This design comes from an exercise in tuning for small area, a short achievable clock period and few clock cycles per item on the open sky130 flow, not from production work.
RTL that was checked went through simulation tests only; none was proved equivalent to the original.
Function not checked in runs 3 to 5: the RTL went through the layout flow alone.
Power is estimated from default activity; no workload was simulated.

`flow/constraint.sdc`:
```
create_clock -name core_clock -period 4.5 [get_ports {clk}]
set_input_delay 0.9000 -clock core_clock [delete_from_list [all_inputs] [get_ports {clk}]]
set_output_delay 0.9000 -clock core_clock [all_outputs]
set_load 0.01 [all_outputs]
```
`flow/config.mk`:
```
export PLATFORM = sky130hd
export DESIGN_NAME = tcmp_codec
export DESIGN_NICKNAME = tcmp_codec
export VERILOG_FILES = /design/flow/design.v
export SDC_FILE = /design/flow/constraint.sdc
export NUM_CORES = 4
export LEC_CHECK = 0
export CAP_MARGIN = 20
export CORE_MARGIN = 2
export CORE_UTILIZATION = 60
export PLACE_DENSITY = 0.75
export SETUP_SLACK_MARGIN = 1.8
export SLEW_MARGIN = 20
```
`flow/design.v`:
```
module tcmp_crc16_byte (
    input  wire [15:0] crc_in,
    input  wire [7:0]  data,
    output reg  [15:0] crc_out
);
    integer i;
    reg [15:0] c;
    always @(*) begin
        c = crc_in ^ {8'h00, data};
        for (i = 0; i < 8; i = i + 1) begin
            if (c[0])
                c = (c >> 1) ^ 16'h8408;
            else
                c = c >> 1;
        end
        crc_out = c;
    end
endmodule
module tcmp_rx (
    input  wire        clk,
    input  wire        rst,
    input  wire        in_valid,
    input  wire [7:0]  in_byte,
    output wire        in_ready,
    output reg         ud_valid,
    output reg  [7:0]  ud_byte,
    output reg         ev_valid,
    output reg  [1:0]  ev_kind,
    output wire [15:0] ev_family,
    output wire [7:0]  ev_code,
    output wire [15:0] ev_paylen
);
    localparam [7:0] FLAG = 8'h7E;
    localparam [7:0] ESC  = 8'h7D;
    localparam [1:0] EV_MSG  = 2'd1;
    localparam [1:0] EV_HDLC = 2'd2;
    localparam [1:0] EV_TCMP = 2'd3;
    reg        esc;        
    reg        bad;        
    reg        body;       
    reg [15:0] cnt;        
    reg        lcs_ok;     
    reg [15:0] plen;       
    reg        short;      
    reg [15:0] family;     
    reg [7:0]  code;
    reg [7:0]  last2;      
    reg [15:0] crc;        
    assign in_ready  = 1'b1;
    assign ev_family = family;
    assign ev_code   = code;
    assign ev_paylen = plen;
    reg       in_v;
    reg [7:0] in_b;
    reg       is_flag, is_esc, esc_ok;
    always @(posedge clk) begin
        in_v    <= in_valid && !rst;
        in_b    <= in_byte;
        is_flag <= (in_byte == FLAG);
        is_esc  <= (in_byte == ESC);
        esc_ok  <= (in_byte == 8'h5D) || (in_byte == 8'h5E);
    end
    wire [7:0] unesc_val = {in_b[7:6], in_b[5] ^ esc, in_b[4:0]};
    wire produce = in_v && !is_flag && !bad &&
                   (esc ? esc_ok : !is_esc);
    wire [15:0] crc_next;
    tcmp_crc16_byte u_crc (.crc_in(crc), .data(last2), .crc_out(crc_next));
    wire [2:0]  hpos    = cnt[2:0];    
    wire [7:0]  lcs_sum = plen[15:8] + plen[7:0] + family[15:8];
    wire [16:0] plen_m5 = {1'b0, plen} - 17'd5;
    wire        empty   = !body && (hpos == 3'd0);
    wire decode_ok = body && lcs_ok && !short && (cnt == plen) &&
                     (crc == {last2, ud_byte});
    always @(posedge clk) begin
        if (rst) begin
            esc      <= 1'b0;
            bad      <= 1'b0;
            body     <= 1'b0;
            cnt      <= 16'hFFF8;
            crc      <= 16'h6363;
            ud_valid <= 1'b0;
            ev_valid <= 1'b0;
        end else begin
            ud_valid <= produce;
            ev_valid <= 1'b0;
            if (in_v) begin
                if (is_flag) begin
                    ev_valid <= bad || esc || !empty;
                    ev_kind  <= (bad || esc) ? EV_HDLC :
                                decode_ok    ? EV_MSG  : EV_TCMP;
                    esc  <= 1'b0;
                    bad  <= 1'b0;
                    body <= 1'b0;
                    cnt  <= 16'hFFF8;
                    crc  <= 16'h6363;
                end else if (!bad) begin
                    if (esc) begin
                        esc <= 1'b0;
                        if (!esc_ok)
                            bad <= 1'b1;
                    end else if (is_esc) begin
                        esc <= 1'b1;
                    end
                end
            end
            if (produce) begin
                ud_byte <= unesc_val;
                last2   <= ud_byte;
                if (!(body && cnt == 16'hFFFF))
                    cnt <= cnt + 16'd1;
                if (!body && hpos == 3'd7)
                    body <= 1'b1;
                if (!body) begin
                    case (hpos)
                        3'd0: plen[15:8]   <= unesc_val;
                        3'd1: plen[7:0]    <= unesc_val;
                        3'd2: family[15:8] <= unesc_val;
                        3'd3: begin
                            lcs_ok       <= (lcs_sum == 8'h00);
                            plen         <= plen_m5[15:0];
                            short        <= plen_m5[16];
                            family[15:8] <= unesc_val;
                        end
                        3'd4: family[7:0]  <= unesc_val;
                        3'd5: code         <= unesc_val;
                        default: ;
                    endcase
                end
                if (body || hpos >= 3'd2)
                    crc <= crc_next;
            end
        end
    end
endmodule
module tcmp_tx (
    input  wire        clk,
    input  wire        rst,
    input  wire        msg_valid,
    output wire        msg_ready,
    input  wire [15:0] msg_family,
    input  wire [7:0]  msg_code,
    input  wire [15:0] msg_paylen,
    input  wire        pl_valid,
    output wire        pl_ready,
    input  wire [7:0]  pl_byte,
    output reg         out_valid,
    input  wire        out_ready,
    output reg  [7:0]  out_byte
);
    localparam [7:0] FLAG = 8'h7E;
    localparam [7:0] ESC  = 8'h7D;
    localparam [3:0] S_IDLE = 4'd0,    
                     S_LENH = 4'd1,
                     S_LENL = 4'd2,
                     S_LCS  = 4'd3,
                     S_FAMH = 4'd4,
                     S_FAML = 4'd5,
                     S_CODE = 4'd6,
                     S_PAY  = 4'd7,
                     S_CRCH = 4'd8,
                     S_CRCL = 4'd9,
                     S_EOF  = 4'd10;
    reg [3:0]  state;
    reg [15:0] remain;     
    reg        esc_pend;   
    reg        esc_bit;    
    reg [15:0] crc;
    reg [7:0] cur;
    always @(*) begin
        case (state)
            S_LENH:  cur = remain[15:8];
            S_LENL:  cur = remain[7:0];
            S_LCS:   cur = remain[15:8];
            S_FAMH:  cur = msg_family[15:8];
            S_FAML:  cur = msg_family[7:0];
            S_CODE:  cur = msg_code;
            S_PAY:   cur = pl_byte;
            S_CRCH:  cur = crc[15:8];
            S_CRCL:  cur = crc[7:0];
            default: cur = FLAG;
        endcase
    end
    wire is_packet = (state != S_IDLE) && (state != S_EOF);
    wire cur_esc   = (cur[7:2] == 6'b011111) && (cur[1] ^ cur[0]);    
    wire slot_free = !out_valid || out_ready;
    wire have_byte = (state == S_IDLE) ? msg_valid :
                     (state == S_PAY)  ? pl_valid  : 1'b1;
    wire load      = slot_free && (esc_pend || have_byte);
    wire advance   = slot_free && !esc_pend && have_byte;
    reg [3:0] state_n;
    reg       esc_pend_n;
    reg       code_rdy;    
    reg       pay_rdy;     
    always @(*) begin
        state_n    = state;
        esc_pend_n = esc_pend;
        if (load)
            esc_pend_n = !esc_pend && is_packet && cur_esc;
        if (advance) begin
            case (state)
                S_IDLE: state_n = S_LENH;
                S_LENH: state_n = S_LENL;
                S_LENL: state_n = S_LCS;
                S_LCS:  state_n = S_FAMH;
                S_FAMH: state_n = S_FAML;
                S_FAML: state_n = S_CODE;
                S_CODE: state_n = (msg_paylen == 16'd0) ? S_CRCH : S_PAY;
                S_PAY:  state_n = (remain == 16'd1) ? S_CRCH : S_PAY;
                S_CRCH: state_n = S_CRCL;
                S_CRCL: state_n = S_EOF;
                default: state_n = S_IDLE;    
            endcase
        end
    end
    assign msg_ready = code_rdy && slot_free;
    assign pl_ready  = pay_rdy  && slot_free;
    wire [15:0] crc_next;
    tcmp_crc16_byte u_crc (.crc_in(crc), .data(cur), .crc_out(crc_next));
    always @(posedge clk) begin
        if (rst) begin
            state     <= S_IDLE;
            esc_pend  <= 1'b0;
            code_rdy  <= 1'b0;
            pay_rdy   <= 1'b0;
            out_valid <= 1'b0;
        end else begin
            state    <= state_n;
            esc_pend <= esc_pend_n;
            code_rdy <= (state_n == S_CODE) && !esc_pend_n;
            pay_rdy  <= (state_n == S_PAY)  && !esc_pend_n;
            if (out_valid && out_ready)
                out_valid <= 1'b0;
            if (load) begin
                out_valid <= 1'b1;
                if (esc_pend)
                    out_byte <= {6'b010111, !esc_bit, esc_bit};   
                else if (is_packet && cur_esc)
                    out_byte <= ESC;
                else
                    out_byte <= cur;
                if (!esc_pend)
                    esc_bit <= cur[0];
            end
            if (advance) begin
                if (state >= S_LENH && state <= S_PAY)
                    crc <= crc_next;
                case (state)
                    S_IDLE: begin
                        crc    <= 16'h6363;
                        remain <= msg_paylen + 16'd5;
                    end
                    S_LENH: remain[15:8] <= 8'h00 - (remain[15:8] + remain[7:0]);
                    S_CODE: remain <= msg_paylen;
                    S_PAY:  remain <= remain - 16'd1;
                    default: ;
                endcase
            end
        end
    end
endmodule
module tcmp_codec (
    input  wire        clk,
    input  wire        rst,
    input  wire        rx_valid,
    input  wire [7:0]  rx_byte,
    output wire        rx_ready,
    output wire        ud_valid,
    output wire [7:0]  ud_byte,
    output wire        ev_valid,
    output wire [1:0]  ev_kind,
    output wire [15:0] ev_family,
    output wire [7:0]  ev_code,
    output wire [15:0] ev_paylen,
    input  wire        msg_valid,
    output wire        msg_ready,
    input  wire [15:0] msg_family,
    input  wire [7:0]  msg_code,
    input  wire [15:0] msg_paylen,
    input  wire        pl_valid,
    output wire        pl_ready,
    input  wire [7:0]  pl_byte,
    output wire        tx_valid,
    input  wire        tx_ready,
    output wire [7:0]  tx_byte
);
    tcmp_rx u_rx (
        .clk(clk), .rst(rst),
        .in_valid(rx_valid), .in_byte(rx_byte), .in_ready(rx_ready),
        .ud_valid(ud_valid), .ud_byte(ud_byte),
        .ev_valid(ev_valid), .ev_kind(ev_kind), .ev_family(ev_family),
        .ev_code(ev_code), .ev_paylen(ev_paylen)
    );
    tcmp_tx u_tx (
        .clk(clk), .rst(rst),
        .msg_valid(msg_valid), .msg_ready(msg_ready),
        .msg_family(msg_family), .msg_code(msg_code), .msg_paylen(msg_paylen),
        .pl_valid(pl_valid), .pl_ready(pl_ready), .pl_byte(pl_byte),
        .out_valid(tx_valid), .out_ready(tx_ready), .out_byte(tx_byte)
    );
endmodule
```
`flow/run.sh`:
```
#!/bin/bash
# synth_recipe.tcl (not shown) runs the flow's synth.tcl, then flattens the netlist and writes it again
# the make line also repeats each setting of config.mk as NAME=value (left out here)
make -C /OpenROAD-flow-scripts/flow DESIGN_CONFIG=/design/flow/config.mk WORK_HOME=/design/flow/orfs CLKGATE_MAP_FILE= SYNTH_SCRIPT=/design/flow/synth_recipe.tcl finish
```
==> notes.md, run 1 <==
fin cells=1344; commonest non-fill, non-tap cells in the layout=105 x clkdlybuf4s50_1, 101 x edfxtp_1, 80 x xnor2_1, 78 x nor2_1, 64 x buf_4; Final Max Tran Viols=0; RSZ-0062 raised after global routing=yes; Tot GR Track Use=between 30% and 40%; crit end category=register; Clock Path Buffers=2; initial antenna violation count=0; DP Cell Count=between 1000 and 1500; Max Cap Viol=0; die height=around 130 um; Sw Ratio=a little under a third; TNS Setup=0 ns; worst reg-to-reg setup slack=between 1.5 and 2 ns; Die ar.=16800 sq um; Reg-to-Reg Start=u_rx.family[10]$_DFFE_PP_; Die Wd=~130 um; Routability Congestion=approximately 0.92; Overall Power=approximately 4800 uW; Seq cells post-synth=about 160; commonest non-fill, non-tap cell in the layout=clkdlybuf4s50_1; sw power=around 1500 uW; CTS buffer count=17; WS Path Type=reg2reg; post-place setup slack=about 1.2 ns; net count after synthesis=approximately 1000; sequential share of power=between 30% and 40%; worst hold path type=reg2reg; Top FF cell, synth=edfxtp_1; synth warn=3; Clock Skew=between 0.01 and 0.015 ns; Ports=126; CTS tree=built; CTS Root Cell=clkbuf_16; HPWL Detailed=between 15000 and 20000 um; WHS Endpoint=u_rx.esc$_SDFFE_PP0P_; clock transition at the registers of the reported paths=roughly 0.070 ns; Worst Path Max Fanout=2; NumNets Final=between 1000 and 1500; Mapped Cells=roughly 950; startpoint types=register; WL final=28200 um; vias in the first global route=just under 8000; Iteration-0 DRC Markers=between 900 and 1000; Worst Tran Pin Value=1.01 ns; leak pwr=about 0.0047 uW; relative slew slack=between 30% and 40%; Initial Utilization=around three fifths; # setup viols final=0; H-tree depth=4; internal power=roughly 3300 uW; DP Area=10900 sq um; clock latency on the worst-skew pair=approximately 0.43 ns; run status=no timing/DRC/antenna violations; Final Hold Viols=0; largest net degree at the start of global routing=31; ys async rst share=0%; Tmin final=2.74 ns; synth unique cells=82; Seq/Total Area, Yosys=44.1%; worst reg2reg path endpoint=u_rx.lcs_ok$_DFFE_PP_; routed vias/inst=~6.2; Finished Cell Area=between 10000 and 15000 sq um; drt wl/cell=21.0 um; power share of the clock group=30.3%; Hold Crit Depth=2; Logic pwr share=a little under a third; Core Area=roughly 15000 sq um; Power Density=slightly below 400 nW/um^2; Antenna Nets Post-Route=0; Row Count=45; Post-Synthesis Cell Area=about 9500 sq um; global-route wire length before repair=roughly 42000 um; DR vias=about 8400; EDFF count, synth=around 100; Area Overhead vs Synth=30.1%; first-pass detailed-route iteration total=5; final period utilization=around 60%; Avg Inst Size Synth=around 10 sq um; Reg2Reg Depth=9; fmax=~370 MHz; Peak VDD IR=0.397 mV; final worst setup slack=approximately 1.8 ns; total gr overflow=0; buffers added on ports=between 100 and 150; min-delay src=u_rx.is_esc$_DFF_P_; DRC=0; share of cells above drive strength 1=approximately 16%; CTS Hold Bufs=0; CTS Sinks=about 160; Ant. Diodes=0; Worst Path Required=between 4 and 5 ns; Critical Path AT=just under 3 ns
[stage by stage]
step	utilization (%)	hold WS [ns]
global route	80.5	0.538
global placement	70.9	0.478
CTS	77.9	0.497
finish	80.5	0.499
floorplan	-	0.461
detailed placement	70.9	0.483
[synth_stat cells (5+ instances only)]
| cell | count | area [sq um] |
|---|---|---|
| a211oi_1 | 5 | 37.5 |
| a21o_1 | 8 | 60.1 |
| a21oi_1 | 58 | 290 |
| a22oi_1 | 8 | 60.1 |
| a31oi_1 | 7 | 43.8 |
| and2_1 | 6 | 37.5 |
| and3_1 | 14 | 87.6 |
| buf_2 | 9 | 45.0 |
| buf_6 | 7 | 78.8 |
| clkbuf_1 | 26 | 97.6 |
| dfxtp_1 | 57 | 1140 |
| edfxtp_1 | 101 | 3030 |
| fa_1 | 9 | 180 |
| ha_1 | 29 | 363 |
| inv_1 | 36 | 135 |
| mux2_2 | 7 | 78.8 |
| mux2i_1 | 7 | 70.1 |
| nand2_1 | 63 | 236 |
| nand2b_1 | 15 | 93.8 |
| nand3_1 | 26 | 130 |
| nand3b_1 | 10 | 75.1 |
| nand4_1 | 17 | 106 |
| nor2_1 | 80 | 300 |
| nor2b_1 | 16 | 100 |
| nor3_1 | 26 | 130 |
| nor3b_1 | 7 | 52.6 |
| nor4_1 | 16 | 100 |
| nor4b_1 | 5 | 43.8 |
| o211ai_1 | 7 | 52.6 |
| o21ai_0 | 39 | 195 |
| o21bai_1 | 14 | 105 |
| or2_2 | 5 | 31.3 |
| or4_1 | 5 | 37.5 |
| xnor2_1 | 82 | 718 |
| xor2_1 | 42 | 368 |
[state kept, by name, indices dropped and copies added (netlist names), 2 cells and up]
| signal | count |
|---|---|
| u_rx.cnt | 16 |
| u_rx.code | 8 |
| u_rx.crc | 16 |
| u_rx.ev_kind | 2 |
| u_rx.family | 16 |
| u_rx.in_b | 8 |
| u_rx.last2 | 8 |
| u_rx.plen | 16 |
| u_rx.ud_byte | 8 |
| u_tx.crc | 16 |
| u_tx.out_byte | 8 |
| u_tx.remain | 16 |
| u_tx.state | 4 |
[cell type report]
type                            instances  area (sq um)
Sequential cell                       158          4190
Clock inverter                         14           155
Timing Repair Buffer                  200          1960
Multi-Input combinational cell        707          5190
Clock buffer                           18           429
Tap cell                              211           264
Fill cell                             987          2990
Inverter                               36           139
[power by group through the flow]
stage          clock [uW]  combinational (uW)  sequential [uW]
2_1_floorplan           0                 874             1810
3_3_place_gp            0                1130             1850
3_5_place_dp            0                1160             1850
4_1_cts              1450                1330             1810
5_1_grt              1520                1610             1830
6_report             1440                1510             1820
[how the worst max path moves through the flow]
stage | cells after the start | slack [ns] | end | start
after detailed placement | 8 | 1.21 | u_tx.crc[2]$_SDFFCE_PP0P_ | msg_code[2]
after global routing | 9 | 1.62 | u_rx.lcs_ok$_DFFE_PP_ | u_rx.family[10]$_DFFE_PP_
final | 9 | 1.76 | u_rx.lcs_ok$_DFFE_PP_ | u_rx.family[10]$_DFFE_PP_
after global placement | 8 | 1.27 | u_tx.pay_rdy$_SDFF_PP0_ | msg_family[15]
after CTS | 4 | 1.76 | msg_ready | tx_ready
after floorplan | 7 | 1.83 | u_tx.pay_rdy$_SDFF_PP0_ | msg_family[15]
[what timing repair did]
item,CTS,global route
resized for setup,62,40
pin swaps,16,17
cloned,2,1
buffers inserted,33,27
setup endpoints to repair,44,60
[metal layers]
metal / track usage, % / share of wire (%) / vias up
met5: 0 / 0 / -
met4: 11.4 / 2.7 / 0
met3: 8.01 / 10 / 83
met2: 48.9 / 45 / 545
met1: 48.1 / 41 / 3938
li1: - / - / 3796
[critical path, stage by stage (launching register included)]
cell and delay, ns:
edfxtp_1 0.44, fa_1 0.53, ha_1 0.31, a21o_1 0.18, a21o_1 0.19, a21oi_1 0.17, nor2_1 0.07, nor2_1 0.15
xnor2_1 0.13, nor4_2 0.33
[cells by family (layout without fill, tap and decap cells)]
kind of cell / Yosys count / in the layout / share of synthesized area (%)
AO/OA/AOI/OAI: 194 / 194 / 13.6
XOR/XNOR: 127 / 127 / 12.2
adder cells (fa/ha/maj): 38 / 38 / 5.73
buffers and inverters: 82 / 268 / 3.96
flip-flops: 158 / 158 / 44.1
multiplexers: 14 / 14 / 1.57
other: 1 / 1 / 0.0396
AND/OR/NAND/NOR: 333 / 333 / 18.9
Testbench counts, summed over its fixed seeds: cycles 50,961, items 50,921.
==> run 2: changes to the inputs <==
==> flow/flow/run.sh (new file) <==
#!/bin/bash
# Standard layout, with plain buffers (not delay cells) on the ports.
export BUFFER_PORTS_ARGS="-buffer_cell sky130_fd_sc_hd__buf_2"
bash standard.sh > standard.log 2>&1
==> flow/standard.sh (new file) <==
#!/bin/bash
# synth_recipe.tcl (not shown) runs the flow's synth.tcl, then flattens the netlist and writes it again
# the make line also repeats each setting of config.mk as NAME=value (left out here)
make -C /OpenROAD-flow-scripts/flow DESIGN_CONFIG=/design/flow/config.mk WORK_HOME=/design/flow/orfs CLKGATE_MAP_FILE= SYNTH_SCRIPT=/design/flow/synth_recipe.tcl "${@:-finish}"
removed: flow/run.sh
==> run 2 against run 1 <==
Register-to-register slack got worse by 0.02 ns; via count shrank 5.0%; clock skew decreased by 0.0028 ns; die area stayed put; still clean; largest power group unchanged.
==> notes.md, run 2 <==
sw power=1410 uW (-5.6%); synth warn=3 (unchanged); Iteration-0 DRC Markers=913 (-7.5%); Top FF cell, synth=edfxtp_1; Avg Inst Size Synth=10.0 sq um (unchanged); worst hold path type=reg2reg; Seq/Total Area, Yosys=44.1% (unchanged); Area Overhead vs Synth=18.9%; WS Path Type=reg2reg; internal power=3070 uW (-6.3%); CTS Sinks=158 (unchanged); net count after synthesis=1047 (unchanged); sequential share of power=40.7% (+2.6 points); Row Count=45 (unchanged); largest net degree at the start of global routing=45 (+45%); vias in the first global route=7128 (-7.9%); startpoint types=register; EDFF count, synth=101 (unchanged); Worst Path Max Fanout=20 (+18); buffers added on ports=124 (unchanged); most common cell in the synthesized netlist=edfxtp_1; # setup viols final=0 (unchanged); Mapped Cells=947 (unchanged); Synth area leader=edfxtp_1; area share of the largest cell type after synthesis=32.0% (unchanged); HPWL Detailed=17600 um (-4.6%); total gr overflow=0 (unchanged); Tmin final=2.76 ns (+0.0199 ns); RSZ-0062 raised after global routing=yes; CTS tree=built; Synth top cells by count=101 x edfxtp_1, 82 x xnor2_1, 80 x nor2_1, 63 x nand2_1, 58 x a21oi_1; routed vias/inst=6.06 (-2.7%); Critical Path AT=3.04 ns (+0.09 ns); Die Wd=130 um (unchanged); CTS Hold Bufs=0 (unchanged); Ports=126 (unchanged); CTS Root Cell=clkbuf_16; Clock Path Buffers=2 (unchanged); synth unique cells=82 (unchanged); Routability Congestion=0.934 (+1.5%); Hold Slack=0.512 ns (+0.0133 ns); Sw Ratio=31.5% (+0.15 points); run status=no timing/DRC/antenna violations; Post-Synthesis Cell Area=9470 sq um (unchanged); fmax=363 MHz (-0.72%); die height=130 um (unchanged); NumNets Final=1188 (-2.6%); Max Cap Viol=0 (unchanged); drt wl/cell=19.1 um (-8.9%); Seq cells post-synth=158 (unchanged); Overall Power=4480 uW (-6.1%); final period utilization=61.3% (+0.44 points); Final Hold Viols=0 (unchanged); initial antenna violation count=0 (unchanged); clock latency on the worst-skew pair=0.42 ns (about the same); WL final=25100 um (-11%); Ant. Diodes=0 (unchanged); Worst Path Required=4.79 ns (+0.07 ns); relative slew slack=28.6% (-4.1 points); ranking of synthesized cells by area=edfxtp_1 32%, dfxtp_1 12%, xnor2_1 7.6%; Initial Utilization=61.9% (unchanged); clock transition at the registers of the reported paths=0.07 ns (about the same); commonest non-fill, non-tap cell in the layout=buf_2; Peak VDD IR=0.304 mV (-24%); H-tree depth=4 (unchanged); commonest non-fill, non-tap cells in the layout=124 x buf_2, 101 x edfxtp_1, 80 x xnor2_1, 77 x nor2_1, 63 x nand2_1; Worst Tran Pin Value=1.07 ns (+0.0611 ns); power share of the clock group=31.4% (+1.1 points); Die ar.=16800 sq um (unchanged); DR vias=7946 (-5.0%); crit end category=register; Tot GR Track Use=29.6% (-3.5 points); Core Area=15300 sq um (unchanged); ys async rst share=0% (unchanged); Power Density=398 nW/um^2 (+2.8%); leak pwr=0.00436 uW (-6.7%); Antenna Nets Post-Route=0 (unchanged); global-route wire length before repair=38100 um (-10%); CTS buffer count=17 (unchanged); share of cells above drive strength 1=23.5% (+7.5 points); TNS Setup=0 ns (unchanged); Logic pwr share=28.0% (-3.6 points); Final Max Tran Viols=0 (unchanged); first-pass detailed-route iteration total=5 (unchanged); DRC=0 (unchanged); Clock Skew=0.00945 ns (-0.00275 ns)
==> run 2: cell counts after synthesis <==
No cell type changed its count.
==> run 2: final timing paths <==
check | startpoint | endpoint | slack, ns | cells past startpoint
hold reg to reg | u_rx.is_esc$_DFF_P_ | u_rx.esc$_SDFFE_PP0P_ | 0.51 | 2
setup reg to reg | u_tx.state[1]$_SDFF_PP0_ | u_tx.pay_rdy$_SDFF_PP0_ | 1.74 | 8
hold / removal | u_rx.is_esc$_DFF_P_ | u_rx.esc$_SDFFE_PP0P_ | 0.51 | 2
setup / recovery | u_tx.state[1]$_SDFF_PP0_ | u_tx.pay_rdy$_SDFF_PP0_ | 1.74 | 8
==> run 2: kinds of logic (layout without fill, tap and decap cells) <==
group	Yosys count	after routing	share of synthesized area (%)
and+or+nand+nor	333	333	18.9
AOI/OAI and AO/OA	194	194	13.6
DFF	158	158	44.1
xor gates and xnor gates	127	127	12.2
buffers and inverters	82	236	3.96
adders and majority gates	38	38	5.73
muxes	14	14	1.57
other	1	1	0.0396
==> run 2: area by class of cell <==
cell class | instances | area (sq um)
Clock buffer | 17 | 425
Clock inverter | 15 | 150
Fill cell | 1122 | 4050
Inverter | 36 | 139
Multi-Input combinational cell | 707 | 5100
Sequential cell | 158 | 4190
Tap cell | 211 | 264
Timing Repair Buffer | 168 | 1000
==> run 2: power by group through the flow <==
| stage | logic (uW) | registers (uW) | clock network, uW |
|---|---|---|---|
| 2_1_floorplan | 874 | 1810 | 0 |
| 3_3_place_gp | 1060 | 1870 | 0 |
| 3_5_place_dp | 1080 | 1860 | 0 |
| 4_1_cts | 1130 | 1830 | 1420 |
| 5_1_grt | 1370 | 1830 | 1490 |
| 6_report | 1250 | 1820 | 1410 |
==> run 2: what timing repair did <==
item	CTS	global route
pin swaps	4	16
endpoints found under the setup margin	37	75
setup buffers	13	21
gates resized for setup	21	28
endpoints found under the hold margin	0	0
==> run 2: layer usage <==
metal	global-route usage, %	up-vias	share of wire, %
met5	0	-	0
met4	7.53	0	2.0
met3	7.02	43	9.7
met2	42.6	416	44
met1	45.1	3779	44
li1	-	3708	-
==> run 2: per-stage QoR <==
step	setup slack, ns	util, %	std cells	area (sq um)
6_report	1.74	73.5	1312	11300
4_1_cts	1.77	71.6	1291	11000
3_3_place_gp	1.27	66.7	1246	10200
2_1_floorplan	1.83	-	947	9500
3_5_place_dp	1.16	66.7	1246	10200
5_1_grt	1.68	73.5	1312	11300
==> run 2: worst max-delay path: stages (launching register included) <==
cell and delay, ns:
dfxtp_4 0.37, buf_8 0.16, and4bb_4 0.24, a22o_1 0.22
a211oi_4 0.31, or4b_1 0.49, or4_4 0.46, nand3b_4 0.19
nor4b_1 0.17
==> run 3: changes to the inputs <==
--- a/flow/design.v
+++ b/flow/design.v
@@ -66,7 +66,11 @@
     wire [15:0] crc_next;
     tcmp_crc16_byte u_crc (.crc_in(crc), .data(last2), .crc_out(crc_next));
     wire [2:0]  hpos    = cnt[2:0];    
-    wire [7:0]  lcs_sum = plen[15:8] + plen[7:0] + family[15:8];
+    wire [7:0]  lcs_s  = plen[15:8] ^ plen[7:0] ^ family[15:8];
+    wire [7:0]  lcs_c  = (plen[15:8] & plen[7:0]) | (plen[15:8] & family[15:8]) |
+                         (plen[7:0] & family[15:8]);
+    wire [7:0]  lcs_y  = {lcs_c[6:0], 1'b0};
+    wire        lcs_zero = ((lcs_s ^ lcs_y) == {lcs_s[6:0] | lcs_y[6:0], 1'b0});
     wire [16:0] plen_m5 = {1'b0, plen} - 17'd5;
     wire        empty   = !body && (hpos == 3'd0);
     wire decode_ok = body && lcs_ok && !short && (cnt == plen) &&
@@ -116,7 +120,7 @@
                         3'd1: plen[7:0]    <= unesc_val;
                         3'd2: family[15:8] <= unesc_val;
                         3'd3: begin
-                            lcs_ok       <= (lcs_sum == 8'h00);
+                            lcs_ok       <= lcs_zero;
                             plen         <= plen_m5[15:0];
                             short        <= plen_m5[16];
                             family[15:8] <= unesc_val;
@@ -136,12 +140,12 @@
     input  wire        clk,
     input  wire        rst,
     input  wire        msg_valid,
-    output wire        msg_ready,
+    output reg         msg_ready,
     input  wire [15:0] msg_family,
     input  wire [7:0]  msg_code,
     input  wire [15:0] msg_paylen,
     input  wire        pl_valid,
-    output wire        pl_ready,
+    output reg         pl_ready,
     input  wire [7:0]  pl_byte,
     output reg         out_valid,
     input  wire        out_ready,
@@ -165,6 +169,8 @@
     reg        esc_pend;   
     reg        esc_bit;    
     reg [15:0] crc;
+    reg        skid_v;     
+    reg [7:0]  skid;
     reg [7:0] cur;
     always @(*) begin
         case (state)
@@ -182,19 +188,20 @@
     end
     wire is_packet = (state != S_IDLE) && (state != S_EOF);
     wire cur_esc   = (cur[7:2] == 6'b011111) && (cur[1] ^ cur[0]);    
-    wire slot_free = !out_valid || out_ready;
     wire have_byte = (state == S_IDLE) ? msg_valid :
                      (state == S_PAY)  ? pl_valid  : 1'b1;
-    wire load      = slot_free && (esc_pend || have_byte);
-    wire advance   = slot_free && !esc_pend && have_byte;
+    wire make      = !skid_v && (esc_pend || have_byte);
+    wire advance   = !skid_v && !esc_pend && have_byte;
+    wire [7:0] line_byte = esc_pend               ? {6'b010111, !esc_bit, esc_bit} :   
+                           (is_packet && cur_esc) ? ESC : cur;
+    wire out_free = !out_valid || out_ready;
+    wire skid_v_n = out_free ? 1'b0 : (skid_v || make);
     reg [3:0] state_n;
     reg       esc_pend_n;
-    reg       code_rdy;    
-    reg       pay_rdy;     
     always @(*) begin
         state_n    = state;
         esc_pend_n = esc_pend;
-        if (load)
+        if (make)
             esc_pend_n = !esc_pend && is_packet && cur_esc;
         if (advance) begin
             case (state)
@@ -212,35 +219,30 @@
             endcase
         end
     end
-    assign msg_ready = code_rdy && slot_free;
-    assign pl_ready  = pay_rdy  && slot_free;
     wire [15:0] crc_next;
     tcmp_crc16_byte u_crc (.crc_in(crc), .data(cur), .crc_out(crc_next));
     always @(posedge clk) begin
         if (rst) begin
             state     <= S_IDLE;
             esc_pend  <= 1'b0;
-            code_rdy  <= 1'b0;
-            pay_rdy   <= 1'b0;
+            msg_ready <= 1'b0;
+            pl_ready  <= 1'b0;
+            skid_v    <= 1'b0;
             out_valid <= 1'b0;
         end else begin
-            state    <= state_n;
-            esc_pend <= esc_pend_n;
-            code_rdy <= (state_n == S_CODE) && !esc_pend_n;
-            pay_rdy  <= (state_n == S_PAY)  && !esc_pend_n;
-            if (out_valid && out_ready)
-                out_valid <= 1'b0;
-            if (load) begin
-                out_valid <= 1'b1;
-                if (esc_pend)
-                    out_byte <= {6'b010111, !esc_bit, esc_bit};   
-                else if (is_packet && cur_esc)
-                    out_byte <= ESC;
-                else
-                    out_byte <= cur;
-                if (!esc_pend)
-                    esc_bit <= cur[0];
+            state     <= state_n;
+            esc_pend  <= esc_pend_n;
+            skid_v    <= skid_v_n;
+            msg_ready <= (state_n == S_CODE) && !esc_pend_n && !skid_v_n;
+            pl_ready  <= (state_n == S_PAY)  && !esc_pend_n && !skid_v_n;
+            if (out_free) begin
+                out_valid <= skid_v || make;
+                out_byte  <= skid_v ? skid : line_byte;
             end
+            if (!skid_v)
+                skid <= line_byte;
+            if (make && !esc_pend)
+                esc_bit <= cur[0];
             if (advance) begin
                 if (state >= S_LENH && state <= S_PAY)
                     crc <= crc_next;
==> flow/run.sh (new file) <==
#!/bin/bash
# synth_recipe.tcl (not shown) runs the flow's synth.tcl, then flattens the netlist and writes it again
# the make line also repeats each setting of config.mk as NAME=value (left out here)
make -C /OpenROAD-flow-scripts/flow DESIGN_CONFIG=/design/flow/config.mk WORK_HOME=/design/flow/orfs CLKGATE_MAP_FILE= SYNTH_SCRIPT=/design/flow/synth_recipe.tcl finish
--- a/flow/config.mk
+++ b/flow/config.mk
@@ -9,5 +9,5 @@
 export CORE_MARGIN = 2
 export CORE_UTILIZATION = 60
 export PLACE_DENSITY = 0.75
-export SETUP_SLACK_MARGIN = 1.8
+export SETUP_SLACK_MARGIN = 2.0
 export SLEW_MARGIN = 20
removed: flow/flow/run.sh
removed: flow/standard.sh
==> run 3 against run 2 <==
Setup slack gained 0.060 ns; clock power grew 7%; sequential power grew 19%; critical path type unchanged; largest cell class unchanged; design area grew 16%; still clean; global-route usage grew 2.5 points; non-clock buffer count grew 54; power grew 40%; highest routed layer unchanged.
==> notes.md, run 3 <==
Hold Crit Depth=2 (unchanged); commonest non-fill, non-tap cells in the layout=109 x edfxtp_1, 90 x clkdlybuf4s50_1, 84 x buf_4, 82 x xnor2_1, 75 x nor2_1; HPWL Detailed=18900 um (+7.3%); crit end category=register; Tmin final=2.70 ns (-0.0601 ns); share of cells above drive strength 1=20.1% (-3.5 points); buffers added on ports=124 (unchanged); synth unique cells=75 (-8.5%); Core Area=15800 sq um (+3.3%); Worst Tran Pin Value=0.767 ns (-0.299 ns); Worst path max stage delay=0.46 ns (-0.03 ns); CTS buffer count=17 (unchanged); Die Wd=131 um (+0.95%); ys async rst share=0% (unchanged); Initial Utilization=61.0% (-0.82 points); largest net degree at the start of global routing=32 (-29%); vias in the first global route=7986 (+12%); Power Density=482 nW/um^2 (+21%); Iteration-0 DRC Markers=950 (+4.1%); most common cell in the synthesized netlist=edfxtp_1; final worst setup slack=1.80 ns (+0.0601 ns); run status=no timing/DRC/antenna violations; Seq/Total Area, Yosys=45.9% (+1.8 points); worst reg-to-reg setup slack=1.80 ns (+0.06 ns); WL final=29900 um (+19%); RSZ-0062 raised after global routing=yes; post-place setup slack=1.02 ns (-0.141 ns); Die ar.=17100 sq um (+1.9%); initial antenna violation count=0 (unchanged); Max Cap Viol=0 (unchanged); CTS tree=built; Reg-to-Reg Start=u_tx.state[0]$_SDFF_PP0_; DP Cell Count=1287 (+3.3%); fin cells=1403 (+6.9%); min-delay src=u_rx.is_esc$_DFF_P_; DRC=0 (unchanged); routed vias/inst=6.22 (+2.6%); Final Hold Viols=0 (unchanged); WS Path Type=reg2reg; worst hold path type=reg2reg; fmax=371 MHz (+2.2%); die height=131 um (+0.95%); final period utilization=59.9% (-1.3 points); area share of the largest cell type after synthesis=33.9% (+1.9 points); Clock Skew=0.0137 ns (+0.00427 ns); clock transition at the registers of the reported paths=0.08 ns (about the same); synth warn=3 (unchanged); WHS Endpoint=u_rx.esc$_SDFFE_PP0P_; relative slew slack=48.5% (+20 points); clock latency on the worst-skew pair=0.43 ns (about the same); Routability Congestion=0.913 (-2.2%); DR vias=8720 (+9.7%); Reg2Reg Depth=10 (+2); slowest cell on the critical path=mux2i_1; first-pass detailed-route iteration total=6 (+1); Critical Path AT=2.86 ns (-0.18 ns); Worst Path Max Fanout=7 (-65%); Worst Path Required=4.66 ns (-0.13 ns); Synth top cells by count=109 x edfxtp_1, 87 x xnor2_1, 81 x nor2_1, 72 x nand2_1, 67 x a21oi_1; # setup viols final=0 (unchanged); ranking of synthesized cells by area=edfxtp_1 34%, dfxtp_1 12%, xnor2_1 7.9%; total gr overflow=0 (unchanged); CTS Sinks=167 (+5.7%); drt wl/cell=21.3 um (+11%); leak pwr=0.00501 uW (+15%); commonest non-fill, non-tap cell in the layout=edfxtp_1; Post-Synthesis Cell Area=9660 sq um (+2.0%); Antenna Nets Post-Route=0 (unchanged); Row Count=46 (+2.2%); EDFF count, synth=109 (+7.9%); NumNets Final=1274 (+7.2%); TNS Setup=0 ns (unchanged); H-tree depth=4 (unchanged); Clock Path Buffers=2 (unchanged); Peak VDD IR=0.403 mV (+33%); Final Util=82.3% (+8.8 points); CTS Root Cell=clkbuf_16; Ant. Diodes=0 (unchanged); Synth area leader=edfxtp_1; fillcell total=922 (-18%); Ports=126 (unchanged); startpoint types=register; Mapped Cells=980 (+3.5%); Tot GR Track Use=32.1% (+2.5 points); Seq cells post-synth=167 (+5.7%); worst reg2reg path endpoint=u_tx.crc[10]$_SDFFCE_PP0P_; net count after synthesis=1080 (+3.2%); Area Overhead vs Synth=34.8%; Top FF cell, synth=edfxtp_1; CP cell instances=buf_8 -> buf_4 -> mux2i_1 -> o32ai_2 -> a31oi_4 -> buf_6 -> xnor2_2 -> xnor3_2 -> xnor2_1 -> nor2_1; Avg Inst Size Synth=9.86 sq um (-1.5%); CTS Hold Bufs=0 (unchanged); global-route wire length before repair=41800 um (+9.7%); Final Max Tran Viols=0 (unchanged)
==> run 3: cell types whose count changed after synthesis, sizes merged, moves of 8 or more <==
| cell | delta |
|---|---|
| inv | +14 |
| nand2 | +9 |
| o21bai | -12 |
| o21ai | +17 |
| edfxtp | +8 |
==> run 3: report_power, final <==
group	internal (uW)	switching, uW	total, uW
clock network	768	743	1510
logic	1260	1340	2600
registers	1960	212	2170
total	3990	2300	6280
==> run 3: cell families (layout without fill, tap and decap cells) <==
logic type	after synthesis	count (layout)	share of synthesized area (%)
AND/OR/NAND/NOR	344	344	18.5
XOR/XNOR	124	124	11.5
adder cells (fa/ha/maj)	38	38	5.54
AO/OA/AOI/OAI	197	197	12.8
other	1	1	0.0388
buffers and inverters	97	304	4.26
flip-flops	167	167	45.9
multiplexers	12	12	1.42
==> run 3: worst max path at each step <==
| stage | startpoint | endpoint | cells after the start |
|---|---|---|---|
| after floorplan | msg_family[7] | u_tx.out_byte[1]$_DFFE_PP_ | 5 |
| after global placement | pl_valid | u_tx.remain[12]$_DFFE_PP_ | 6 |
| after detailed placement | pl_valid | u_tx.remain[13]$_DFFE_PP_ | 6 |
| after CTS | msg_family[9] | u_tx.out_byte[0]$_DFFE_PP_ | 8 |
| after global routing | u_tx.state[0]$_SDFF_PP0_ | u_tx.crc[10]$_SDFFCE_PP0P_ | 10 |
| final | u_tx.state[0]$_SDFF_PP0_ | u_tx.crc[10]$_SDFFCE_PP0P_ | 10 |
==> run 3: layout make-up <==
type                            instances  area, sq um  area share, %
Multi-Input combinational cell        716         5360           41.2
Sequential cell                       167         4450           34.2
Timing Repair Buffer                  222         2130           16.4
Clock buffer                           17          425           3.27
Tap cell                              216          270           2.07
Clock inverter                         15          196           1.51
Inverter                               50          191           1.47
==> run 3: metrics by stage <==
step | cell area (sq um) | hold slack [ns] | total power [uW]
finish | 13000 | 0.499 | 6280
global route | 13000 | 0.529 | 6540
CTS | 12200 | 0.496 | 5840
detailed placement | 11100 | 0.484 | 4010
global placement | 11100 | 0.481 | 3980
floorplan | 9700 | 0.461 | 3500
==> run 3: what timing repair did <==
action,CTS,global route
setup buffers,29,53
resized for setup,75,100
pin swaps,26,55
endpoints found under the setup margin,82,114
cloned,0,2
==> run 3: layer usage <==
metal / share of wire [%] / vias to the layer above / GRT usage, %
li1: - / 3940 / -
met1: 38 / 4219 / 39.5
met2: 50 / 458 / 54.1
met3: 7.7 / 103 / 6.47
met4: 4.5 / 0 / 16.0
met5: 0 / - / 0
==> run 3: worst max-delay path, delay by kind of cell, from the launching register on <==
family	cells	cell delay, ns
mux	1	0.46
buf+inv	3	0.39
xor+xnor	3	0.71
simple gates	1	0.07
flops	1	0.42
compound gates	2	0.38
==> run 4: changes to the inputs <==
--- a/flow/design.v
+++ b/flow/design.v
@@ -153,77 +153,64 @@
 );
     localparam [7:0] FLAG = 8'h7E;
     localparam [7:0] ESC  = 8'h7D;
-    localparam [3:0] S_IDLE = 4'd0,    
-                     S_LENH = 4'd1,
-                     S_LENL = 4'd2,
-                     S_LCS  = 4'd3,
-                     S_FAMH = 4'd4,
-                     S_FAML = 4'd5,
-                     S_CODE = 4'd6,
-                     S_PAY  = 4'd7,
-                     S_CRCH = 4'd8,
-                     S_CRCL = 4'd9,
-                     S_EOF  = 4'd10;
-    reg [3:0]  state;
+    localparam S_IDLE = 0,    
+               S_LENH = 1,
+               S_LENL = 2,
+               S_LCS  = 3,
+               S_FAMH = 4,
+               S_FAML = 5,
+               S_CODE = 6,
+               S_PAY  = 7,
+               S_CRCH = 8,
+               S_CRCL = 9,
+               S_EOF  = 10;
+    reg [10:0] state;
     reg [15:0] remain;     
     reg        esc_pend;   
     reg        esc_bit;    
     reg [15:0] crc;
     reg        skid_v;     
     reg [7:0]  skid;
-    reg [7:0] cur;
-    always @(*) begin
-        case (state)
-            S_LENH:  cur = remain[15:8];
-            S_LENL:  cur = remain[7:0];
-            S_LCS:   cur = remain[15:8];
-            S_FAMH:  cur = msg_family[15:8];
-            S_FAML:  cur = msg_family[7:0];
-            S_CODE:  cur = msg_code;
-            S_PAY:   cur = pl_byte;
-            S_CRCH:  cur = crc[15:8];
-            S_CRCL:  cur = crc[7:0];
-            default: cur = FLAG;
-        endcase
-    end
-    wire is_packet = (state != S_IDLE) && (state != S_EOF);
+    wire is_packet = !state[S_IDLE] && !state[S_EOF];
+    wire [7:0] cur = ({8{state[S_LENH] | state[S_LCS]}} & remain[15:8]) |
+                     ({8{state[S_LENL]}} & remain[7:0]) |
+                     ({8{state[S_FAMH]}} & msg_family[15:8]) |
+                     ({8{state[S_FAML]}} & msg_family[7:0]) |
+                     ({8{state[S_CODE]}} & msg_code) |
+                     ({8{state[S_PAY]}}  & pl_byte) |
+                     ({8{state[S_CRCH]}} & crc[15:8]) |
+                     ({8{state[S_CRCL]}} & crc[7:0]) |
+                     ({8{!is_packet}}    & FLAG);
     wire cur_esc   = (cur[7:2] == 6'b011111) && (cur[1] ^ cur[0]);    
-    wire have_byte = (state == S_IDLE) ? msg_valid :
-                     (state == S_PAY)  ? pl_valid  : 1'b1;
+    wire have_byte = state[S_IDLE] ? msg_valid :
+                     state[S_PAY]  ? pl_valid  : 1'b1;
     wire make      = !skid_v && (esc_pend || have_byte);
     wire advance   = !skid_v && !esc_pend && have_byte;
     wire [7:0] line_byte = esc_pend               ? {6'b010111, !esc_bit, esc_bit} :   
                            (is_packet && cur_esc) ? ESC : cur;
     wire out_free = !out_valid || out_ready;
     wire skid_v_n = out_free ? 1'b0 : (skid_v || make);
-    reg [3:0] state_n;
-    reg       esc_pend_n;
-    always @(*) begin
-        state_n    = state;
-        esc_pend_n = esc_pend;
-        if (make)
-            esc_pend_n = !esc_pend && is_packet && cur_esc;
-        if (advance) begin
-            case (state)
-                S_IDLE: state_n = S_LENH;
-                S_LENH: state_n = S_LENL;
-                S_LENL: state_n = S_LCS;
-                S_LCS:  state_n = S_FAMH;
-                S_FAMH: state_n = S_FAML;
-                S_FAML: state_n = S_CODE;
-                S_CODE: state_n = (msg_paylen == 16'd0) ? S_CRCH : S_PAY;
-                S_PAY:  state_n = (remain == 16'd1) ? S_CRCH : S_PAY;
-                S_CRCH: state_n = S_CRCL;
-                S_CRCL: state_n = S_EOF;
-                default: state_n = S_IDLE;    
-            endcase
-        end
-    end
+    wire pay_zero = (msg_paylen == 16'd0);
+    wire pay_last = (remain == 16'd1);
+    wire [10:0] state_adv;
+    assign state_adv[S_IDLE] = state[S_EOF];
+    assign state_adv[S_LENH] = state[S_IDLE];
+    assign state_adv[S_LENL] = state[S_LENH];
+    assign state_adv[S_LCS]  = state[S_LENL];
+    assign state_adv[S_FAMH] = state[S_LCS];
+    assign state_adv[S_FAML] = state[S_FAMH];
+    assign state_adv[S_CODE] = state[S_FAML];
+    assign state_adv[S_PAY]  = (state[S_CODE] && !pay_zero) || (state[S_PAY] && !pay_last);
+    assign state_adv[S_CRCH] = (state[S_CODE] && pay_zero) || (state[S_PAY] && pay_last);
+    assign state_adv[S_CRCL] = state[S_CRCH];
+    assign state_adv[S_EOF]  = state[S_CRCL];
+    wire [10:0] state_n    = advance ? state_adv : state;
+    wire        esc_pend_n = make ? (!esc_pend && is_packet && cur_esc) : esc_pend;
     wire [15:0] crc_next;
     tcmp_crc16_byte u_crc (.crc_in(crc), .data(cur), .crc_out(crc_next));
     always @(posedge clk) begin
         if (rst) begin
-            state     <= S_IDLE;
+            state     <= 11'd1 << S_IDLE;
             esc_pend  <= 1'b0;
             msg_ready <= 1'b0;
             pl_ready  <= 1'b0;
@@ -233,8 +220,8 @@
             state     <= state_n;
             esc_pend  <= esc_pend_n;
             skid_v    <= skid_v_n;
-            msg_ready <= (state_n == S_CODE) && !esc_pend_n && !skid_v_n;
-            pl_ready  <= (state_n == S_PAY)  && !esc_pend_n && !skid_v_n;
+            msg_ready <= state_n[S_CODE] && !esc_pend_n && !skid_v_n;
+            pl_ready  <= state_n[S_PAY]  && !esc_pend_n && !skid_v_n;
             if (out_free) begin
                 out_valid <= skid_v || make;
                 out_byte  <= skid_v ? skid : line_byte;
@@ -244,18 +231,18 @@
             if (make && !esc_pend)
                 esc_bit <= cur[0];
             if (advance) begin
-                if (state >= S_LENH && state <= S_PAY)
+                if (state[S_IDLE])
+                    crc <= 16'h6363;
+                else if (!state[S_CRCH] && !state[S_CRCL] && !state[S_EOF])
                     crc <= crc_next;
-                case (state)
-                    S_IDLE: begin
-                        crc    <= 16'h6363;
-                        remain <= msg_paylen + 16'd5;
-                    end
-                    S_LENH: remain[15:8] <= 8'h00 - (remain[15:8] + remain[7:0]);
-                    S_CODE: remain <= msg_paylen;
-                    S_PAY:  remain <= remain - 16'd1;
-                    default: ;
-                endcase
+                if (state[S_IDLE])
+                    remain <= msg_paylen + 16'd5;
+                if (state[S_LENH])
+                    remain[15:8] <= 8'h00 - (remain[15:8] + remain[7:0]);
+                if (state[S_CODE])
+                    remain <= msg_paylen;
+                if (state[S_PAY])
+                    remain <= remain - 16'd1;
             end
         end
     end
==> flow/flow/run.sh (new file) <==
#!/bin/bash
# Standard layout, with plain buffers (not delay cells) on the ports.
export BUFFER_PORTS_ARGS="-buffer_cell sky130_fd_sc_hd__buf_2"
bash standard.sh > standard.log 2>&1
==> flow/standard.sh (new file) <==
#!/bin/bash
# synth_recipe.tcl (not shown) runs the flow's synth.tcl, then flattens the netlist and writes it again
# the make line also repeats each setting of config.mk as NAME=value (left out here)
make -C /OpenROAD-flow-scripts/flow DESIGN_CONFIG=/design/flow/config.mk WORK_HOME=/design/flow/orfs CLKGATE_MAP_FILE= SYNTH_SCRIPT=/design/flow/synth_recipe.tcl "${@:-finish}"
--- a/flow/config.mk
+++ b/flow/config.mk
@@ -9,5 +9,5 @@
 export CORE_MARGIN = 2
 export CORE_UTILIZATION = 60
 export PLACE_DENSITY = 0.75
-export SETUP_SLACK_MARGIN = 2.0
+export SETUP_SLACK_MARGIN = 2.4
 export SLEW_MARGIN = 20
removed: flow/run.sh
==> run 4 against run 3 <==
Register-to-register slack better by 0.18 ns; worst hold slack better by 0.0056 ns; area after synthesis is 1.5% lower; power fell by 32%; clock skew is 0.00096 ns lower; clock power is 8% higher; highest routed layer unchanged.
==> notes.md, run 4 <==
CTS buffer count=17 (unchanged); share of cells above drive strength 1=34.6% (+15 points); Multi-input gate area=5250 sq um (-2.1%); Seq cells post-synth=174 (+4.2%); Final Util=80.6% (-1.7 points); Die Wd=130 um (-0.72%); Tmin final=2.52 ns (-0.175 ns); CTS tree=built; area share of the largest cell type after synthesis=34.4% (+0.51 points); initial antenna violation count=0 (unchanged); final period utilization=56.0% (-3.9 points); Die ar.=16900 sq um (-1.4%); HPWL Detailed=17800 um (-5.7%); clock transition at the registers of the reported paths=0.08 ns (about the same); synth unique cells=66 (-12%); Seq. cell area=4600 sq um (+3.3%); Clock Path Buffers=2 (unchanged); Worst Path Required=4.68 ns (+0.02 ns); total gr overflow=0 (unchanged); CTS Sinks=174 (+4.2%); Initial Utilization=60.6% (-0.46 points); TNS Setup=0 ns (unchanged); ranking of synthesized cells by area=edfxtp_1 34%, dfxtp_1 14%, xnor2_1 7.3%; fillcell total=923 (+0.11%); commonest non-fill, non-tap cell in the layout=buf_2; ys async rst share=0% (unchanged); Worst Path Max Fanout=4 (-3); Ant. Diodes=0 (unchanged); Iteration-0 DRC Markers=924 (-2.7%); Mapped Cells=932 (-4.9%); Top FF cell, synth=edfxtp_1; run status=no timing/DRC/antenna violations; Synth top cells by count=109 x edfxtp_1, 102 x nor2_1, 79 x xnor2_1, 65 x dfxtp_1, 61 x a21oi_1; vias in the first global route=7827 (-2.0%); routed vias/inst=6.20 (-0.24%); Worst Tran Pin Value=0.691 ns (-0.0761 ns); worst reg-to-reg setup slack=1.98 ns (+0.18 ns); # setup viols final=0 (unchanged); Ports=126 (unchanged); EDFF count, synth=109 (unchanged); Post-Synthesis Cell Area=9520 sq um (-1.5%); worst hold path type=reg2reg; WS Path Type=reg2reg; Power Density=336 nW/um^2 (-30%); startpoint types=register; Synth area leader=edfxtp_1; DRC=0 (unchanged); commonest non-fill, non-tap cells in the layout=116 x buf_2, 109 x edfxtp_1, 90 x nor2_1, 77 x buf_4, 65 x xnor2_1; Final Max Tran Viols=0 (unchanged); relative slew slack=53.8% (+5.3 points); Seq/Total Area, Yosys=48.1% (+2.2 points); net count after synthesis=1031 (-4.5%); first-pass detailed-route iteration total=5 (-1); crit end category=register; WL final=30200 um (+1.2%); synth warn=3 (unchanged); RSZ-0062 raised after global routing=yes; DR vias=8501 (-2.5%); Antenna Nets Post-Route=0 (unchanged); buffers added on ports=124 (unchanged); Clock Skew=0.0128 ns (-0.000960 ns); Routability Congestion=0.917 (+0.51%); Avg Inst Size Synth=10.2 sq um (+3.6%); Core Area=15700 sq um (-0.73%); H-tree depth=4 (unchanged); Peak VDD IR=0.283 mV (-30%); Final Hold Viols=0 (unchanged); drt wl/cell=22.0 um (+3.5%); most common cell in the synthesized netlist=edfxtp_1; Max Cap Viol=0 (unchanged); Row Count=46 (unchanged); global-route wire length before repair=41700 um (-0.28%); CTS Root Cell=clkbuf_16; Critical Path AT=2.70 ns (-0.16 ns); die height=130 um (-0.72%); leak pwr=0.00491 uW (-2.1%); largest net degree at the start of global routing=40 (+25%); NumNets Final=1241 (-2.6%); clock latency on the worst-skew pair=0.44 ns (about the same); fmax=397 MHz (+7.0%); Area Overhead vs Synth=33.1%; Tot GR Track Use=33.0% (+0.90 points)
run 4: changes by cell type after synthesis, moves of 7 or more:
cell	delta
a22o_1	+7
a22oi_1	+8
and3_1	-7
dfxtp_1	+7
mux2i_1	+7
nand2_1	-20
nor2_1	+21
o21ai_0	-24
xnor2_1	-8
run 4: worst paths after layout:
kind	from	end	depth (start not counted)
worst min-delay path	u_rx.is_esc$_DFF_P_	u_rx.esc$_SDFFE_PP0P_	2
worst max-delay path	u_rx.plen[6]$_DFFE_PP_	u_rx.plen[14]$_DFFE_PP_	7
worst max register to register	u_rx.plen[6]$_DFFE_PP_	u_rx.plen[14]$_DFFE_PP_	7
worst min register to register	u_rx.is_esc$_DFF_P_	u_rx.esc$_SDFFE_PP0P_	2
run 4: worst max-delay path, stage by stage, from the launching register on:
cell,delay (ns)
edfxtp_1,0.43
buf_4,0.17
or3_4,0.39
or4_4,0.45
or3_4,0.40
nor4_4,0.18
xnor2_1,0.15
a21oi_1,0.08
run 4: final cells by class:
class                      count  share of cell area [%]
timing repair buffer         235                    13.6
multi-input combinational    668                    41.5
sequential                   174                    36.3
clock inverter                14                    1.71
clock buffer                  18                    3.39
tap                          216                    2.13
inverter                      46                    1.39
run 4: metal layers:
| metal | wire length [um] | vias to the layer above | global-route usage (%) |
|---|---|---|---|
| li1 | - | 3759 | - |
| met1 | 11100 | 4117 | 39.3 |
| met3 | 2380 | 135 | 6.85 |
| met4 | 1650 | 0 | 18.8 |
| met5 | 0 | - | 0 |
| met2 | 15100 | 490 | 55.8 |
run 4: repair_timing:
item,CTS,global route
setup buffers,71,34
gates cloned,1,1
endpoints found under the setup margin,176,134
pin swaps,30,36
resized for setup,82,62
hold buffers,0,0
run 4: per-stage QoR:
step           hold slack [ns]  total power, uW  area, sq um  setup slack, ns  std cells
2_1_floorplan            0.458             2270         9740             2.05        932
3_3_place_gp             0.479             2410        10500             1.80       1232
3_5_place_dp             0.488             2420        10500             1.74       1232
4_1_cts                  0.505             4120        12100             2.10       1336
5_1_grt                  0.513             4360        12700             1.93       1371
6_report                 0.504             4260        12700             1.98       1371
run 4: cell families (layout without fill, tap and decap cells):
family,Yosys count,count (layout),synth area share (%)
DFF,174,174,48.1
buffers and inverters,90,313,3.77
muxes,21,21,2.30
and+or+nand+nor,314,314,16.6
AOI/OAI and AO/OA,171,171,11.9
adders and majority gates,37,37,5.49
xor gates and xnor gates,124,124,11.9
other,1,1,0.0394
run 4: power breakdown:
part	total (uW)	leakage, uW	switching [uW]	internal, uW
registers	1850	0.00152	68.3	1780
clock network	1630	0.000314	720	908
logic	784	0.00307	402	382
total	4260	0.00491	1190	3070
==> run 5: changes to the inputs <==
--- a/flow/design.v
+++ b/flow/design.v
@@ -42,6 +42,7 @@
     reg        lcs_ok;     
     reg [15:0] plen;       
     reg        short;      
+    reg        lo_borrow;  
     reg [15:0] family;     
     reg [7:0]  code;
     reg [7:0]  last2;      
@@ -71,7 +72,8 @@
                          (plen[7:0] & family[15:8]);
     wire [7:0]  lcs_y  = {lcs_c[6:0], 1'b0};
     wire        lcs_zero = ((lcs_s ^ lcs_y) == {lcs_s[6:0] | lcs_y[6:0], 1'b0});
-    wire [16:0] plen_m5 = {1'b0, plen} - 17'd5;
+    wire [8:0]  plen_lo_m5 = {1'b0, plen[7:0]} - 9'd5;
+    wire [8:0]  plen_hi_m1 = {1'b0, plen[15:8]} - {8'd0, lo_borrow};
     wire        empty   = !body && (hpos == 3'd0);
     wire decode_ok = body && lcs_ok && !short && (cnt == plen) &&
                      (crc == {last2, ud_byte});
@@ -121,11 +123,15 @@
                         3'd2: family[15:8] <= unesc_val;
                         3'd3: begin
                             lcs_ok       <= lcs_zero;
-                            plen         <= plen_m5[15:0];
-                            short        <= plen_m5[16];
+                            plen[7:0]    <= plen_lo_m5[7:0];
+                            lo_borrow    <= plen_lo_m5[8];
                             family[15:8] <= unesc_val;
                         end
-                        3'd4: family[7:0]  <= unesc_val;
+                        3'd4: begin
+                            plen[15:8]   <= plen_hi_m1[7:0];
+                            short        <= plen_hi_m1[8];
+                            family[7:0]  <= unesc_val;
+                        end
                         3'd5: code         <= unesc_val;
                         default: ;
                     endcase
@@ -169,6 +175,7 @@
     reg        esc_pend;   
     reg        esc_bit;    
     reg [15:0] crc;
+    reg        pay_last;   
     reg        skid_v;     
     reg [7:0]  skid;
     wire is_packet = !state[S_IDLE] && !state[S_EOF];
@@ -191,7 +198,6 @@
     wire out_free = !out_valid || out_ready;
     wire skid_v_n = out_free ? 1'b0 : (skid_v || make);
     wire pay_zero = (msg_paylen == 16'd0);
-    wire pay_last = (remain == 16'd1);
     wire [10:0] state_adv;
     assign state_adv[S_IDLE] = state[S_EOF];
     assign state_adv[S_LENH] = state[S_IDLE];
@@ -239,10 +245,14 @@
                     remain <= msg_paylen + 16'd5;
                 if (state[S_LENH])
                     remain[15:8] <= 8'h00 - (remain[15:8] + remain[7:0]);
-                if (state[S_CODE])
-                    remain <= msg_paylen;
-                if (state[S_PAY])
-                    remain <= remain - 16'd1;
+                if (state[S_CODE]) begin
+                    remain   <= msg_paylen;
+                    pay_last <= (msg_paylen == 16'd1);
+                end
+                if (state[S_PAY]) begin
+                    remain   <= remain - 16'd1;
+                    pay_last <= (remain == 16'd2);
+                end
             end
         end
     end
--- a/flow/config.mk
+++ b/flow/config.mk
@@ -9,5 +9,5 @@
 export CORE_MARGIN = 2
 export CORE_UTILIZATION = 60
 export PLACE_DENSITY = 0.75
-export SETUP_SLACK_MARGIN = 2.4
+export SETUP_SLACK_MARGIN = 1.8
 export SLEW_MARGIN = 20
==> run 5 against run 4 <==
Still clean; design area shrank 13%; core utilization shrank 11 points; clock power shrank 9.8%; power shrank 6.8%; final cell count shrank 6.1%; first-iteration DRC count shrank 26%; die area grew 1.2%.
==> notes.md, run 5 <==
CP cell instances=ha_1 -> inv_1 -> ha_1 -> inv_1 -> fa_1 -> nor2b_1 -> o31a_1 -> o21ai_0 -> or4bb_1 -> nand3b_1 -> o2bb2ai_1; WS Path Type=reg2reg; Final Max Tran Viols=0 (unchanged); ys async rst share=0% (unchanged); fillcell total=1258 (+36%); synth unique cells=66 (unchanged); initial antenna violation count=0 (unchanged); Antenna Nets Post-Route=0 (unchanged); Peak VDD IR=0.261 mV (-7.6%); Hold Slack=0.515 ns (+0.0105 ns); share of cells above drive strength 1=17.7% (-17 points); Synth area leader=edfxtp_1; routed vias/inst=5.88 (-5.2%); Worst Path Required=4.78 ns (+0.10 ns); Final Hold Viols=0 (unchanged); Seq cells post-synth=176 (+1.1%); DR vias=7569 (-11%); # setup viols final=0 (unchanged); TNS Setup=0 ns (unchanged); total gr overflow=0 (unchanged); crit path from=u_tx.remain[1]$_DFFE_PP_; Synth top cells by count=111 x edfxtp_1, 101 x nor2_1, 72 x xnor2_1, 65 x dfxtp_1, 64 x a21oi_1; Clock Skew=0.00610 ns (-0.00666 ns); HPWL Detailed=17300 um (-2.6%); Seq/Total Area, Yosys=48.1% (+0.049 points); Top FF cell, synth=edfxtp_1; Row Count=46 (unchanged); H-tree depth=4 (unchanged); buffers added on ports=124 (unchanged); CTS buffer count=17 (unchanged); Power Density=360 nW/um^2 (+7.0%); CTS Root Cell=clkbuf_16; startpoint types=register; Initial Utilization=61.1% (+0.51 points); Die Wd=131 um (+0.58%); commonest non-fill, non-tap cells in the layout=124 x buf_2, 111 x edfxtp_1, 101 x nor2_1, 72 x xnor2_1, 65 x dfxtp_1; EDFF count, synth=111 (+1.8%); Tmin final=2.65 ns (+0.130 ns); Reg-to-Reg Start=u_tx.remain[1]$_DFFE_PP_; min-delay src=u_rx.ud_byte[4]$_DFFE_PP_; Worst Path Max Fanout=3 (-1); area share of the largest cell type after synthesis=34.6% (+0.21 points); most common cell in the synthesized netlist=edfxtp_1; Overall Power=3970 uW (-6.8%); commonest non-fill, non-tap cell in the layout=buf_2; largest net degree at the start of global routing=38 (-5.0%); Post-Synthesis Cell Area=9630 sq um (+1.2%); Iteration-0 DRC Markers=681 (-26%); final period utilization=58.9% (+2.9 points); die height=131 um (+0.58%); Critical path buffers and inverters=2 (+1); DRC=0 (unchanged); Worst path max stage delay=0.44 ns (about the same); slowest cell on the critical path=edfxtp_1; Die ar.=17100 sq um (+1.2%); fmax=377 MHz (-4.9%); run status=no timing/DRC/antenna violations; Ports=126 (unchanged); clock transition at the registers of the reported paths=0.07 ns (about the same); relative slew slack=31.3% (-23 points); RSZ-0062 raised after global routing=yes; Mapped Cells=944 (+1.3%); Tot GR Track Use=29.5% (-3.5 points); global-route wire length before repair=38200 um (-8.4%); synth warn=3 (unchanged); leak pwr=0.00423 uW (-14%); ranking of synthesized cells by area=edfxtp_1 35%, dfxtp_1 14%, xnor2_1 6.5%; crit end category=register; Clock Path Buffers=2 (unchanged); Final Util=70.0% (-11 points); Worst Tran Pin Value=1.03 ns (+0.340 ns); CTS Sinks=176 (+1.1%); cell family with most CP delay=adder cells; clock latency on the worst-skew pair=0.43 ns (about the same); Max Cap Viol=0 (unchanged); WL final=24500 um (-19%); NumNets Final=1162 (-6.4%); worst hold path type=reg2reg; drt wl/cell=19.1 um (-14%); Critical Path AT=2.93 ns (+0.23 ns); vias in the first global route=7158 (-8.5%); CTS Hold Bufs=0 (unchanged); Ant. Diodes=0 (unchanged); Avg Inst Size Synth=10.2 sq um (about the same); net count after synthesis=1047 (+1.6%); Routability Congestion=0.899 (-2.1%); CTS tree=built; Area Overhead vs Synth=14.6%; first-pass detailed-route iteration total=5 (unchanged); Core Area=15800 sq um (+0.37%)
## run 5: per-stage QoR
stage          setup slack (ns)  cells  cell area [sq um]
6_report                   1.85   1288              11000
3_3_place_gp               1.68   1249              10400
2_1_floorplan              1.82    944               9630
3_5_place_dp               1.66   1249              10400
5_1_grt                    1.74   1288              11000
4_1_cts                    1.84   1281              11000
## run 5: timing repair
item                                    4_1_cts  5_1_grt
endpoints found under the hold margin         0        0
pin swaps                                     0        0
setup buffers                                 0        7
endpoints found under the setup margin        1       10
gates resized for setup                       1        2
## run 5: cells by family (layout without fill, tap and decap cells)
family / count (synthesis) / count (layout) / share of synthesized area, %
adders and majority gates: 41 / 41 / 5.95
xor gates and xnor gates: 123 / 123 / 11.7
other: 1 / 1 / 0.0389
and+or+nand+nor: 315 / 315 / 16.2
muxes: 20 / 20 / 2.17
DFF: 176 / 176 / 48.1
buffers and inverters: 91 / 219 / 4.04
AOI/OAI and AO/OA: 177 / 177 / 11.8
## run 5: layout make-up
type	count	area (sq um)	share of cell area, %
inverters	48	180	1.63
well taps	216	270	2.45
multi-input cells	677	4640	42.1
repair buffers	139	733	6.64
clock inverters	14	140	1.27
clock buffers	18	439	3.98
flip-flops and latches	176	4630	42.0
## run 5: path summary, 6_finish.rpt
path | end | slack [ns] | cells after the start
max reg2reg | u_tx.remain[15]$_DFFE_PP_ | 1.85 | 11
min reg2reg | u_rx.last2[4]$_DFFE_PP_ | 0.51 | 0
min | u_rx.last2[4]$_DFFE_PP_ | 0.51 | 0
max | u_tx.remain[15]$_DFFE_PP_ | 1.85 | 11
## run 5: routing by layer
layer | vias up | part of all wire [%] | GRT usage (%)
met5 | - | 0 | 0
met4 | 0 | 2.3 | 9.57
met3 | 46 | 6.7 | 5.62
met2 | 306 | 49 | 50.0
met1 | 3609 | 42 | 38.7
li1 | 3608 | - | -
## run 5: worst register-to-register path: cells and delay by family, from the launching register on
family	cells	cell delay [ns]
adder cells (fa/ha/maj)	3	0.74
AND/OR/NAND/NOR	3	0.63
AO/OA/AOI/OAI	3	0.60
flip-flops	1	0.44
buffers and inverters	2	0.12
## run 5: report_power, final
group	internal (uW)	leakage [uW]	switching [uW]
combinational	275	0.00239	327
sequential	1820	0.00155	83.4
clock	798	0.000292	671

==> what the ideal ports hide <==
In the flow no input, the clock included, has a driving cell. The finished layouts below were timed again as built, in two steps. Step 1, drivers: a clkbuf_16 drives clk and a buf_2 each remaining input, both assumed. Step 2 times the ports against the registers' clock, not the clock port: input delays grow and output delays shrink by t, the midpoint of the rising clock arrivals with the driver on. Slacks: no drivers / after step 1 / after step 2; pairs: no drivers / after step 1.
run | t, ns | setup slack, ns | hold slack, ns | clock arrival spread, ns
run 1 | 0.474 | 1.763 / 1.755 / 1.281 | 0.499 / 0.499 / 0.499 | 0.013 / 0.014
run 2 | 0.462 | 1.743 / 1.743 / 1.470 | 0.512 / 0.512 / 0.512 | 0.010 / 0.011
run 3 | 0.475 | 1.803 / 1.803 / 1.508 | 0.499 / 0.499 / 0.499 | 0.014 / 0.014
run 4 | 0.488 | 1.978 / 1.978 / 1.734 | 0.504 / 0.504 / 0.504 | 0.017 / 0.017
run 5 | 0.470 | 1.849 / 1.849 / 1.632 | 0.515 / 0.515 / 0.515 | 0.007 / 0.007
After both steps setup and hold are still met in every run listed. The setup slack of run 1, which loses most, moves by -0.008 ns with the drivers and by -0.482 ns with both steps.
